From an optimization exercise on the open Yosys and OpenROAD flow, aimed at a short achievable clock period and few clock cycles; shortcuts taken in it are not production practice. The RTL of this run was laid out without a check of its function. Power figures rest on the tool's default switching activity, not on a simulated workload.

## flow/run.sh

```bash
#!/bin/bash
# synth_recipe.tcl (not shown) runs the flow's synth.tcl, then flattens the netlist and writes it again
# the make line also repeats each setting of config.mk as NAME=value (left out here)
make -C /OpenROAD-flow-scripts/flow DESIGN_CONFIG=/design/flow/config.mk WORK_HOME=/design/flow/orfs CLKGATE_MAP_FILE= SYNTH_SCRIPT=/design/flow/synth_recipe.tcl finish
```

## flow/config.mk

```make
export PLATFORM = sky130hd
export DESIGN_NAME = col216_core
export DESIGN_NICKNAME = col216_core
export VERILOG_FILES = /design/flow/design.v
export SDC_FILE = /design/flow/constraint.sdc
export NUM_CORES = 4
export LEC_CHECK = 0
export CAP_MARGIN = 20
export CORE_MARGIN = 2
export CORE_UTILIZATION = 40
export PLACE_DENSITY = 0.6
export SLEW_MARGIN = 20
```

## flow/constraint.sdc

```tcl
create_clock -name core_clock -period 14.0 [get_ports {clk}]
set_input_delay 2.8000 -clock core_clock [delete_from_list [all_inputs] [get_ports {clk}]]
set_output_delay 2.8000 -clock core_clock [all_outputs]
set_load 0.01 [all_outputs]
```

## flow/design.v

```verilog
module col216_core (
    input  wire        clk,
    input  wire        rst,           
    input  wire [18:0] prog_len,      
    output wire        imem_en,
    output wire [17:0] imem_addr,
    input  wire [31:0] imem_rdata,
    output wire        dmem_re,
    output wire        dmem_we,
    output wire [17:0] dmem_addr,
    output wire [31:0] dmem_wdata,
    input  wire [31:0] dmem_rdata,
    output wire        wb_en,
    output wire [4:0]  wb_reg,
    output wire [31:0] wb_data,
    output wire        retire_valid,
    output wire [17:0] retire_idx,
    output wire        done,
    output wire [2:0]  status,
    output wire [18:0] err_idx
);
    localparam [2:0] ST_SUCCESS  = 3'd0,
                     ST_INV_LBL  = 3'd2,
                     ST_INV_ADDR = 3'd3,
                     ST_SYNTAX   = 3'd4,
                     ST_MEM_LIM  = 3'd5;
    localparam integer NPP = 17;
    reg [31:0] regs [1:31];
    reg [18:0] len_r;
    reg [2:0]  status_r;
    reg [18:0] err_r;
    reg [18:0] pc;
    reg        pcv;
    reg        btb_v   [0:15];
    reg [14:0] btb_tag [0:15];
    reg [18:0] btb_tgt [0:15];
    reg        btb_tv  [0:15];
    reg        dv;
    reg [18:0] dpc;
    reg [31:0] ir;
    reg        dbh;
    reg        ev;
    reg [17:0] epc;
    reg [4:0]  e_dest;
    reg        e_wen;
    reg [31:0] e_a, e_b;
    reg [1:0]  e_fa, e_fb;       
    reg        e_add, e_sub, e_slt, e_mul, e_lw;
    reg        e_br, e_bne, e_j;
    reg        e_pred;
    reg [18:0] e_tgt;
    reg        e_tgt_lt;
    reg [18:0] e_alt;
    reg        e_alt_v;
    reg        e_re, e_we;
    reg [17:0] e_addr;
    reg        e_fault;
    reg [2:0]  e_kind;
    reg        e2v;
    reg [17:0] e2pc;
    reg [4:0]  e2_dest;
    reg        e2_wen;
    reg [31:0] e2_res;
    reg        e2_mul;
    reg [31:0] m0, m1, m2, m3;
    reg        wv;
    reg [17:0] wpc;
    reg [4:0]  w_dest;
    reg        w_wen;
    reg [31:0] w_res;
    wire [31:0] opa = ({32{e_fa[0]}} & e2_res) | ({32{e_fa[1]}} & w_res) |
                      ({32{~|e_fa}} & e_a);
    wire [31:0] opb = ({32{e_fb[0]}} & e2_res) | ({32{e_fb[1]}} & w_res) |
                      ({32{~|e_fb}} & e_b);
    wire [31:0] sum  = opa + opb;
    wire [31:0] diff = opa - opb;
    wire        lt   = (opa[31] != opb[31]) ? opa[31] : diff[31];
    wire        eq   = (opa == opb);
    wire [31:0] e1_res = e_lw  ? dmem_rdata :
                         e_sub ? diff :
                         e_slt ? {31'd0, lt} : sum;
    wire fault   = ev && e_fault;
    wire taken   = e_j || (e_br && (eq ^ e_bne));
    wire mispred = ev && !e_fault && e_br && (taken != e_pred);
    wire btb_upd = ev && !e_fault && (e_br || e_j);
    reg [31:0] pp [0:NPP-1];
    integer j;
    always @(*) begin
        pp[NPP-1] = 32'd0;
        for (j = 0; j < 16; j = j + 1) begin : booth
            reg b2, b1, b0;
            reg one, two, neg;
            reg [32:0] sel;
            b2 = opb[2*j+1];
            b1 = opb[2*j];
            b0 = (j == 0) ? 1'b0 : opb[2*j-1];
            one = b1 ^ b0;
            two = (b2 & ~b1 & ~b0) | (~b2 & b1 & b0);
            neg = b2;
            sel = ({33{one}} & {opa[31], opa}) | ({33{two}} & {opa, 1'b0});
            sel = sel ^ {33{neg}};
            pp[j] = sel[31:0] << (2*j);
            pp[NPP-1][2*j] = neg;
        end
    end
    wire [31:0] l1 [0:11];
    wire [31:0] l2 [0:7];
    wire [31:0] l3 [0:5];
    wire [31:0] l4 [0:3];
    genvar g;
    generate
        for (g = 0; g < 5; g = g + 1) begin : lv1
            assign l1[2*g]   = pp[3*g] ^ pp[3*g+1] ^ pp[3*g+2];
            assign l1[2*g+1] = ((pp[3*g] & pp[3*g+1]) | (pp[3*g] & pp[3*g+2]) |
                                (pp[3*g+1] & pp[3*g+2])) << 1;
        end
        assign l1[10] = pp[15];
        assign l1[11] = pp[16];
        for (g = 0; g < 4; g = g + 1) begin : lv2
            assign l2[2*g]   = l1[3*g] ^ l1[3*g+1] ^ l1[3*g+2];
            assign l2[2*g+1] = ((l1[3*g] & l1[3*g+1]) | (l1[3*g] & l1[3*g+2]) |
                                (l1[3*g+1] & l1[3*g+2])) << 1;
        end
        for (g = 0; g < 2; g = g + 1) begin : lv3
            assign l3[2*g]   = l2[3*g] ^ l2[3*g+1] ^ l2[3*g+2];
            assign l3[2*g+1] = ((l2[3*g] & l2[3*g+1]) | (l2[3*g] & l2[3*g+2]) |
                                (l2[3*g+1] & l2[3*g+2])) << 1;
        end
        assign l3[4] = l2[6];
        assign l3[5] = l2[7];
        for (g = 0; g < 2; g = g + 1) begin : lv4
            assign l4[2*g]   = l3[3*g] ^ l3[3*g+1] ^ l3[3*g+2];
            assign l4[2*g+1] = ((l3[3*g] & l3[3*g+1]) | (l3[3*g] & l3[3*g+2]) |
                                (l3[3*g+1] & l3[3*g+2])) << 1;
        end
    endgenerate
    wire [31:0] n1s = m0 ^ m1 ^ m2;
    wire [31:0] n1c = ((m0 & m1) | (m0 & m2) | (m1 & m2)) << 1;
    wire [31:0] n2s = n1s ^ n1c ^ m3;
    wire [31:0] n2c = ((n1s & n1c) | (n1s & m3) | (n1c & m3)) << 1;
    wire [31:0] mres = n2s + n2c;
    wire [31:0] e2_out = e2_mul ? mres : e2_res;
    wire [5:0] d_opc = ir[31:26];
    wire [5:0] d_fn  = ir[5:0];
    wire       d_sh0 = (ir[10:6] == 5'd0);
    wire d_add  = d_opc == 6'h00 && d_sh0 && d_fn == 6'h20;
    wire d_sub  = d_opc == 6'h00 && d_sh0 && d_fn == 6'h22;
    wire d_slt  = d_opc == 6'h00 && d_sh0 && d_fn == 6'h2A;
    wire d_mul  = d_opc == 6'h1C && d_sh0 && d_fn == 6'h02;
    wire d_beq  = d_opc == 6'h04;
    wire d_bne  = d_opc == 6'h05;
    wire d_j    = d_opc == 6'h02;
    wire d_lw   = d_opc == 6'h23;
    wire d_sw   = d_opc == 6'h2B;
    wire d_addi = d_opc == 6'h08;
    wire d_rtype = d_add | d_sub | d_slt | d_mul;
    wire d_br    = d_beq | d_bne;
    wire d_mem   = d_lw | d_sw;
    wire d_bad   = !(d_rtype | d_br | d_j | d_mem | d_addi);
    wire [4:0] rs = ir[25:21];
    wire [4:0] rt = ir[20:16];
    wire [4:0] rd = ir[15:11];
    wire [4:0] d_dest = d_rtype ? rd : (d_addi | d_lw) ? rt : 5'd0;
    wire [31:0] imm = {{16{ir[15]}}, ir[15:0]};
    wire [31:0] rv_s = (rs == 5'd0) ? 32'd0 :
                       (w_wen && w_dest == rs) ? w_res : regs[rs];
    wire [31:0] rv_t = (rt == 5'd0) ? 32'd0 :
                       (w_wen && w_dest == rt) ? w_res : regs[rt];
    wire use_a = d_rtype | d_addi | d_br;
    wire use_b = d_rtype | d_br | d_sw;
    wire fa_e2 = ev && e_wen && (e_dest == rs);
    wire fa_w  = !fa_e2 && e2v && e2_wen && (e2_dest == rs);
    wire fb_e2 = ev && e_wen && (e_dest == rt);
    wire fb_w  = !fb_e2 && e2v && e2_wen && (e2_dest == rt);
    wire mul_haz = ev && e_mul && e_wen &&
                   ((use_a && rs == e_dest) || (use_b && rt == e_dest));
    wire agi     = d_mem && rs != 5'd0 &&
                   ((ev && e_wen && e_dest == rs) || (e2v && e2_wen && e2_dest == rs));
    wire stall   = dv && (mul_haz || agi);
    wire [32:0] d_addr  = {rv_s[31], rv_s} + {imm[31], imm};
    wire        addr_ok = (d_addr[32:20] == 13'd0) && (d_addr[1:0] == 2'b00);
    wire [19:0] pc1     = {1'b0, dpc} + 20'd1;
    wire [19:0] bt      = {1'b0, dpc} + 20'd1 + {{4{ir[15]}}, ir[15:0]};
    wire [18:0] tgt     = d_j ? ir[18:0] : bt[18:0];
    wire        tgt_hi  = d_j ? (ir[25:19] != 7'd0) : bt[19];
    wire        tgt_ok  = !tgt_hi && (tgt <= len_r);
    wire        tgt_lt  = tgt < len_r;
    wire        pc1_lt  = pc1[18:0] < len_r;
    wire        pred    = d_j || (d_br && (dbh || ir[15]));
    wire [18:0] pnext   = pred ? tgt : pc1[18:0];
    wire        pnext_v = pred ? tgt_lt : pc1_lt;
    wire        d_redir = dv && (pc != pnext);
    wire d_fault = d_bad || ((d_br || d_j) && !tgt_ok) || (d_mem && !addr_ok);
    wire [2:0] d_kind = d_bad ? ST_SYNTAX : (d_br || d_j) ? ST_INV_LBL : ST_INV_ADDR;
    wire go = dv && !stall && !mispred;
    wire [3:0]  bi      = pc[3:0];
    wire        btb_hit = btb_v[bi] && (btb_tag[bi] == pc[18:4]);
    wire [18:0] fpc1    = pc + 19'd1;
    wire        fpc1_lt = fpc1 < len_r;
    integer i;
    always @(posedge clk) begin
        if (rst) begin
            for (i = 1; i < 32; i = i + 1)
                regs[i] <= 32'd0;
        end else if (w_wen) begin
            regs[w_dest] <= w_res;
        end
    end
    always @(posedge clk) begin
        if (rst) begin
            for (i = 0; i < 16; i = i + 1)
                btb_v[i] <= 1'b0;
        end else if (btb_upd) begin
            btb_v[epc[3:0]]   <= taken;
            btb_tag[epc[3:0]] <= {1'b0, epc[17:4]};
            btb_tgt[epc[3:0]] <= e_tgt;
            btb_tv[epc[3:0]]  <= e_tgt_lt;
        end
    end
    always @(posedge clk) begin
        if (rst) begin
            len_r    <= prog_len;
            status_r <= (prog_len > 19'd262144) ? ST_MEM_LIM : ST_SUCCESS;
            err_r    <= prog_len;
            pc       <= 19'd0;
            pcv      <= (prog_len != 19'd0) && (prog_len <= 19'd262144);
            dv       <= 1'b0;
            ev       <= 1'b0;
            e_re     <= 1'b0;
            e_we     <= 1'b0;
            e2v      <= 1'b0;
            e2_wen   <= 1'b0;
            wv       <= 1'b0;
            w_wen    <= 1'b0;
        end else begin
            wv     <= e2v;
            w_wen  <= e2v && e2_wen;
            wpc    <= e2pc;
            w_dest <= e2_dest;
            w_res  <= e2_out;
            e2v     <= ev;
            e2_wen  <= ev && e_wen;
            e2pc    <= epc;
            e2_dest <= e_dest;
            e2_res  <= e1_res;
            e2_mul  <= e_mul;
            m0 <= l4[0];
            m1 <= l4[1];
            m2 <= l4[2];
            m3 <= l4[3];
            ev    <= go;
            e_re  <= go && d_lw && addr_ok;
            e_we  <= go && d_sw && addr_ok;
            epc   <= dpc[17:0];
            e_dest <= d_dest;
            e_wen  <= d_dest != 5'd0;
            e_a   <= rv_s;
            e_b   <= d_addi ? imm : rv_t;
            e_fa  <= {fa_w, fa_e2};
            e_fb  <= d_addi ? 2'b00 : {fb_w, fb_e2};
            e_add <= d_add | d_addi;
            e_sub <= d_sub;
            e_slt <= d_slt;
            e_mul <= d_mul;
            e_lw  <= d_lw;
            e_br  <= d_br;
            e_bne <= d_bne;
            e_j   <= d_j;
            e_pred   <= pred;
            e_tgt    <= tgt;
            e_tgt_lt <= tgt_lt;
            e_alt    <= pred ? pc1[18:0] : tgt;
            e_alt_v  <= pred ? pc1_lt : tgt_lt;
            e_addr   <= d_addr[19:2];
            e_fault  <= d_fault;
            e_kind   <= d_kind;
            if (mispred) begin
                dv  <= 1'b0;
                pc  <= e_alt;
                pcv <= e_alt_v;
            end else begin
                if (d_redir) begin
                    pc  <= pnext;
                    pcv <= pnext_v;
                end else if (!stall && pcv) begin
                    pc  <= btb_hit ? btb_tgt[bi] : fpc1;
                    pcv <= btb_hit ? btb_tv[bi]  : fpc1_lt;
                end
                if (!stall) begin
                    dv  <= pcv && !d_redir;
                    ir  <= imem_rdata;
                    dpc <= pc;
                    dbh <= btb_hit;
                end
            end
            if (fault) begin
                status_r <= e_kind;
                err_r    <= {1'b0, epc};
                pcv      <= 1'b0;
                dv       <= 1'b0;
                ev       <= 1'b0;
                e_re     <= 1'b0;
                e_we     <= 1'b0;
                e2v      <= 1'b0;
                e2_wen   <= 1'b0;
            end
        end
    end
    assign imem_en   = pcv;
    assign imem_addr = pc[17:0];
    assign dmem_re    = e_re;
    assign dmem_we    = e_we;
    assign dmem_addr  = e_addr;
    assign dmem_wdata = opb;
    assign wb_en        = w_wen;
    assign wb_reg       = w_dest;
    assign wb_data      = w_res;
    assign retire_valid = wv;
    assign retire_idx   = wpc;
    assign done    = !pcv && !dv && !ev && !e2v && !wv;
    assign status  = status_r | {3{!done}};
    assign err_idx = err_r;
endmodule
```

==> run summary <==
synth_stat cells, types with 134 or more instances:
master | number | area, µm²
o21ai_0 | 511 | 2560
fa_1 | 204 | 4080
a21oi_1 | 659 | 3300
nor2_1 | 397 | 1490
edfxtp_1 | 2040 | 61300
xnor2_1 | 193 | 1690
clkbuf_1 | 678 | 2540
o22ai_1 | 200 | 1250
nand2_1 | 355 | 1330
mux4_2 | 800 | 18000
inv_1 | 290 | 1090
and2_1 | 1008 | 6310
ha_1 | 271 | 3390
buf_1 | 134 | 503
where the power goes:
part	internal, µW	switching (µW)	total (µW)
Sequential	7880	386	8270
Combinational	4920	8410	13300
Clock	3360	2630	6000
Total	16200	11400	27600
worst min path at each step:
stage	startpoint	to	slack [ns]	cells past startpoint
after CTS	e2pc[14]	wpc[14]	0.42	0
final	e2pc[14]	wpc[14]	0.41	0
after floorplan	e2pc[0]	wpc[0]	0.40	0
after detailed placement	e2pc[9]	wpc[9]	0.40	0
after global routing	e2pc[17]	wpc[17]	0.43	0
after global placement	e2pc[5]	wpc[5]	0.40	0
cell type report:
type	count	share of cell area, %
clock buffers	271	4.31
repair buffers	529	3.41
clock inverters	148	1.06
diodes	10	0.0184
well taps	3978	3.67
inverters	319	0.889
multi-input cells	6043	40.9
flip-flops and latches	2081	45.8
registers in the layout, summed over array words and instances (netlist names), 18 cells and up, named ones only:
name,flops
dpc,19
m1,26
e_tgt,19
ir,32
len_r,19
pc,19
w_res,32
e_alt,19
epc,18
regs,1024
e_b,32
e2_res,32
m2,23
e_a,32
err_r,19
e2pc,18
btb_tgt,304
m0,32
btb_tag,224
wpc,18
e_addr,18
cell families after synthesis:
family                     count (synthesis)  synth area share [%]
AOI/OAI and AO/OA                       2116                  10.8
adders and majority gates                476                  6.17
buffers and inverters                   1184                  3.82
and+or+nand+nor                         2213                  9.78
muxes                                    987                  16.5
DFF                                     2081                  51.2
xor gates and xnor gates                 251                  1.81
metrics by stage:
step / power (µW) / util [%]
after detailed placement: 21400 / 42.5
after CTS: 27400 / 44.9
after global routing: 28800 / 44.9
after global placement: 21200 / 42.5
after floorplan: 15900 / -
final: 27600 / 44.9
per-layer routing:
layer,track usage [%],up-vias,part of all wire [%]
li1,-,35500,-
met1,38.8,44200,38
met2,44.0,5634,45
met3,5.81,1105,11
met4,15.0,10,6.2
met5,0,-,0.012
placed cells by master, fill, tap and decap left out, types with 27 or more instances in the layout:
master and n:
a31oi_1 121, nand2b_1 39, a21oi_1 630, mux2i_1 122
ha_1 271, clkinv_1 70, o21ai_4 32, inv_1 277
a221oi_1 40, o21ai_0 480, clkbuf_16 226, o22ai_1 200
edfxtp_1 2040, clkbuf_1 42, xor2_1 58, nor2_1 355
o221ai_1 90, and2_1 1008, fa_1 204, nor4_1 30
a211oi_1 68, nor2_4 38, a22o_1 73, o21bai_1 29
dfxtp_1 27, nor2b_1 41, and3_1 30, mux4_2 800
clkinv_2 49, a21o_1 67, nand3_1 72, nand4_1 28
nand2_1 354, clkdlybuf4s50_1 234, buf_4 288, nor3_1 116
a22oi_1 46, xnor2_1 193, mux2_2 65
worst register-to-register path: cells and delay by family, from the launching register on:
kind,cells,cell delay (ns)
xor+xnor,1,0.18
fa+ha+maj,1,0.53
buf+inv,5,1.95
mux,1,0.45
compound gates,3,1.30
simple gates,7,3.20
flops,1,0.32
==> key figures <==
Critical path
  – Crit path cell chain: buf_4, nor2_4, buf_4, a21oi_1, buf_4, clkinv_1, ha_1, or4b_4, or4_1, nor3_2, a31oi_1, nor3b_4, xnor2_1, nand3_1, nand2_1, a21oi_4, buf_4, mux2_2
  – CP startpoint: e_fa[1]
  – Critical path depth: 18
  – Worst R2R Start: e_fa[1]
  – CP max stage cell: a21oi_4
  – CP Capture Type: register
  – CP max stage delay: 0.90 ns
  – Critical path class: register to register
  – CP top delay family: simple AND/OR/NAND/NOR gates
  – Startpoint types: register
  – Cell repeated most along the worst path: buf_4
  – Crit path DAT: 8.88 ns
  – CP Buf/Inv Count: 5
  – Critical path data required time: 14.75 ns
  – Reg2reg setup slack: 5.87 ns
  – Worst reg-to-reg path cell count: 18
  – CP max FO: 33

STA
  – Final Hold Fails: 0
  – Final worst slack: 5.87 ns
  – Clock skew: 0.0984 ns
  – TNS Setup: 0 ns
  – Fin Hold WS: 0.412 ns
  – Period utilization: 58.1%
  – FMAX: 123 MHz
  – RSZ-0062 raised after global routing: false
  – Max Transition Viols Final: 0
  – Final setup viols: 0
  – Relative slew margins: 23.8%
  – Worst slew pin tran: 1.14 ns
  – Min cycle time layout: 8.13 ns

Cells and area
  – Final instance area: 0.136 mm²
  – Area grow syn2layout: 11.8%
  – Final std cells w/o fill: 13400
  – Final net count: 9760
  – Share of post-route cells with drive strength above 1: 17.9%
  – Sequential cell area: 0.0621 mm²
  – FILL cells: 26900
  – Multi-input combinational cell area: 0.0554 mm²

Drt
  – 1st-iter DRT viols: 13000
  – Routed WL per cell: 33.8 µm
  – Drt first pass iters: 7
  – Routed wire length: 453000 µm
  – Antenna Nets Post-Route: 0
  – Via count: 86400
  – Avg Vias per Cell: 6.46
  – DRC viols: 0

Die
  – Core area: 0.302 mm²
  – Starting Density: 40.1%
  – Site Rows: 202
  – Die X: 555 µm
  – Ports: 236
  – Chip Height: 555 µm
  – Die footprint: 0.308 mm²

Clock tree
  – Post-CTS Setup Bufs: 0
  – Worst-Skew Late Latency: 0.94 ns
  – Number of buffers inserted by hold repair at cts: 0
  – CTS tree: yes
  – Clock buffer depth: 4
  – CTS Buf Count: 226
  – CTS clk-pin slew, worst paths: 0.06 ns
  – PostCTS Resize Cnt: 0
  – CTS H-Tree Depth: 4
  – CTS Sinks: 2081
  – CTS root buf: clkbuf_16

Synth
  – Flops & latches, synth: 2081
  – Syn Area/Cell: 13.0 µm²
  – Async S/R FF share, synth: 0%
  – Mapped Nets: 9868
  – Sequential area share after synthesis: 51.2%
  – Post-synth EDFFs: 2040
  – Synthesized area: 0.121 mm²
  – Mapped Cells: 9308
  – Synth cell types: 98
  – Synth warn: 2
  – Main synth FF type: edfxtp_1

GRT
  – Tot GR Track Use: 28.8%
  – GRT overflow: 0
  – Initial antenna violation count: 25
  – Vias in the first global route: 83600
  – Largest net degree at the start of global routing: 162
  – Global-route wire length before repair: 635000 µm

Power and ir drop
  – Lkg Pwr: 0.0476 µW
  – PwrDens: 203 mW/mm²
  – Max rail drop VDD: 282 µV

Placed design
  – Dpl cells: 13000
  – Post-DP Area: 0.128 mm²
  – Final Wtd Congestion: 0.986
  – Port-buffer cells: 235
  – HPWL after DPL: 285000 µm
  – Place WS: 5.86 ns

Hold path
  – HP Class: register to register

Outcome
  – Status: no timing/DRC/antenna violations

Run
  – Max-cap check violation count: 0

==> what the ideal ports hide <==
The results above use ideal ports. As a check the final layout listed here was re-extracted and re-timed, cells and wires unchanged. Step 1, drivers: a clkbuf_16 drives clk and a buf_2 each remaining input, both assumed. Step 2, shift: input delay + t, output delay - t, t = (earliest + latest rising clock arrival at the registers) / 2. This alone moves slack from input paths to output paths. a / b / c = ideal / step 1 / step 2; a / b = the first two.
shift t [ns]: 1.003
setup WS [ns]: 5.870 / 5.870 / 5.870
worst register clock-pin slew, ns: 0.11 / 0.11
worst data-port slew with drivers (ns): 0.10
After both steps setup and hold are still met in this run. The setup slack of this run moves by 0.000 ns with the drivers and by 0.000 ns with both steps.
